Background: an optimization exercise with open tools, aiming at small area, a short achievable clock period and few clock cycles. Do not read the settings as production practice.
Power figures rest on the tool's default switching activity, not on a simulated workload.

Design xvcd_enc, start of the top module:
module xvcd_enc (
    input  wire        clk,
    input  wire        rst,         
    input  wire        start,
    input  wire [15:0] n_bits,
    input  wire [15:0] tx_cap,
    output wire        busy,
    output reg  [12:0] mem_addr,
    input  wire [7:0]  mem_tms,
    input  wire [7:0]  mem_tdi,
    output reg         out_valid,
    output reg  [7:0]  out_data,
    output reg         out_sob,
    input  wire        out_ready
);
    localparam [7:0] OP_TMS_RUN  = 8'h6B;
    localparam [7:0] OP_TDI_RUN  = 8'h3B;
    localparam [7:0] OP_BYTE_RUN = 8'h39;
    localparam [3:0] S_IDLE = 4'd0,
                     S_LD0  = 4'd1,    
                     S_LD1  = 4'd2,    
                     S_OP   = 4'd3,    
                     S_H1   = 4'd4,    
                     S_H2   = 4'd5,    
                     S_SCAN = 4'd6,    
                     S_BH0  = 4'd7,    
                     S_BH1  = 4'd8,    
                     S_BH2  = 4'd9,    
                     S_DATA = 4'd10;   
    reg  [3:0]  state;
    reg  [12:0] wl;          
    reg  [2:0]  nrm;         
    reg  [2:0]  wcm;         
    reg  [15:0] capm4;       
    reg  [16:0] rm;          
    reg  [7:0]  cur_tms, cur_tdi;
    reg  [12:0] k;           
    reg  [2:0]  lm1;         
    reg         nb;          
    reg         sob_pend;
    reg         dvalid;
    reg         s_valid;     
    reg  [7:0]  s_data;
    reg         s_sob;
    assign busy = (state != S_IDLE) || out_valid || s_valid;
    wire ld  = !s_valid;
    wire ldo = !out_valid || out_ready;
    wire t0 = cur_tms[0];
    wire d0 = cur_tdi[0];
    reg  [7:1] c;
    integer j;
    always @(*) begin
        for (j = 1; j < 8; j = j + 1)
            c[j] = (j <= wcm) && (t0 ? (j < 7 && cur_tms[j] && (cur_tdi[j] == d0))
                                     : !cur_tms[j]);
    end
    reg [2:0] run_m1;
  ...
Size in the first run: roughly 920 cells after synthesis, about 8300 sq um of cells after synthesis.
clock: 10.0 ns
lec_check: 0
cap_margin: 20
core_margin: 2
core_utilization: 40
cts_buf_list: sky130_fd_sc_hd__clkbuf_4
place_density: 0.6
slew_margin: 20
run.sh (not shown) runs the stock make flow with config.mk's settings and CLKGATE_MAP_FILE= SYNTH_SCRIPT=/design/flow/synth_recipe.tcl, a recipe that flattens the netlist after the stock synthesis.
The baseline finished with timing, DRC and antenna clean.
Change:
--- a/flow/design.v
+++ b/flow/design.v
@@ -31,28 +31,24 @@
     reg  [12:0] wl;          
     reg  [2:0]  nrm;         
     reg  [2:0]  wcm;         
     reg  [15:0] capm4;       
     reg  [16:0] rm;          
     reg  [7:0]  cur_tms, cur_tdi;
     reg  [12:0] k;           
     reg  [2:0]  lm1;         
     reg         nb;          
     reg         sob_pend;
     reg         dvalid;
-    reg         s_valid;     
-    reg  [7:0]  s_data;
-    reg         s_sob;
-    assign busy = (state != S_IDLE) || out_valid || s_valid;
-    wire ld  = !s_valid;
-    wire ldo = !out_valid || out_ready;
+    assign busy = (state != S_IDLE) || out_valid;
+    wire ld = !out_valid || out_ready;
     wire t0 = cur_tms[0];
     wire d0 = cur_tdi[0];
     reg  [7:1] c;
     integer j;
     always @(*) begin
         for (j = 1; j < 8; j = j + 1)
             c[j] = (j <= wcm) && (t0 ? (j < 7 && cur_tms[j] && (cur_tdi[j] == d0))
                                      : !cur_tms[j]);
     end
     reg [2:0] run_m1;
     always @(*) begin
@@ -144,62 +140,52 @@
             a_neg = dvalid && !ld;
             a_one = !dvalid || ld;
         end
         default: ;
         endcase
     end
     wire [12:0] a_op = a_k ? ~k : {{12{a_neg}}, a_neg | a_one};
     reg [3:0] state_nx;
     always @(*) begin
         state_nx = state;
         case (state)
-        S_IDLE: if (start && !busy && n_bits != 16'd0) state_nx = S_LD0;
+        S_IDLE: if (start && !out_valid && n_bits != 16'd0) state_nx = S_LD0;
         S_LD0:  state_nx = S_LD1;
         S_LD1:  state_nx = S_OP;
         S_OP:   if (byte_cand) state_nx = S_SCAN;
                 else if (ld) state_nx = S_H1;
         S_H1:   if (ld) state_nx = S_H2;
         S_H2:   if (ld) state_nx = bit_done ? S_IDLE : S_OP;
         S_SCAN: if (abort) state_nx = S_OP;
                 else if (stop) state_nx = S_BH0;
         S_BH0:  if (ld) state_nx = S_BH1;
         S_BH1:  if (ld) state_nx = S_BH2;
         S_BH2:  if (ld) state_nx = S_DATA;
         S_DATA: if (dvalid && ld && (&k))
                     state_nx = (wl == 13'd0 && nr0) ? S_IDLE : S_OP;
         default: state_nx = S_IDLE;
         endcase
     end
     always @(posedge clk) begin
         if (rst) begin
             state     <= S_IDLE;
             out_valid <= 1'b0;
-            s_valid   <= 1'b0;
         end else begin
             state <= state_nx;
-            if (ldo) begin
-                out_valid <= s_valid || of_v;
-                s_valid   <= 1'b0;
-            end else if (!s_valid) begin
-                s_valid   <= of_v;
-            end
+            if (ld) out_valid <= of_v;
         end
     end
     always @(posedge clk) begin
-        if (ldo) begin
-            out_data <= s_valid ? s_data : of_d;
-            out_sob  <= s_valid ? s_sob  : of_s;
-        end
-        if (!s_valid) begin
-            s_data <= of_d;
-            s_sob  <= of_s;
+        if (ld) begin
+            out_data <= of_d;
+            out_sob  <= of_s;
         end
         if (take)
             rm <= of_s ? {1'b0, capm4} : rm - 17'd1;
         if (state == S_IDLE)
             mem_addr <= 13'd0;
         else
             mem_addr <= mem_addr + a_op;
         case (state)
         S_IDLE: begin
             wl    <= n_bits[15:3];
             nrm   <= n_bits[2:0] - 3'd1;
Worst setup slack improved by 0.42 ns.
Area after synthesis drops by 6.7%.
Combinational power climbs by about 33%.
Sequential power climbs by about 0.5%.
Clock power drops by 12%.
Non-clock buffer count climbs by 2.
Final area drops by 5.8%.
Via count drops by about 6%.
Maximum frequency climbs by about 8%.
No run of this note included a check of the RTL's function; only the layout flow was run.

## port drivers added, routing unchanged
No port has a modelled driver above. Below, the same layouts with a new extraction and two added sets of constraints.
Step 1 assumes that a clkbuf_16 drives the clock port and a buf_2 every other input.
Step 2 adds t to the input delays and takes it off the output delays; t is the mean of the earliest and latest rising clock arrival at the registers after step 1. Input paths then give back, and output paths get back, about the clock's delay inside the block.
Slacks: ideal / step 1 / step 2; pairs: ideal / step 1.
run	shift t [ns]	slack for setup (ns)	worst setup path at the end	worst slew at a driven data input, ns
the first run	0.581	4.024 / 4.036 / 3.455	input to register	0.04
the second run	0.609	4.445 / 4.461 / 3.852	input to register	0.04
After both steps every run listed still meets setup and hold. For the second run, which loses most, drivers alone change the setup slack by +0.016 ns; drivers and shift together by -0.593 ns.
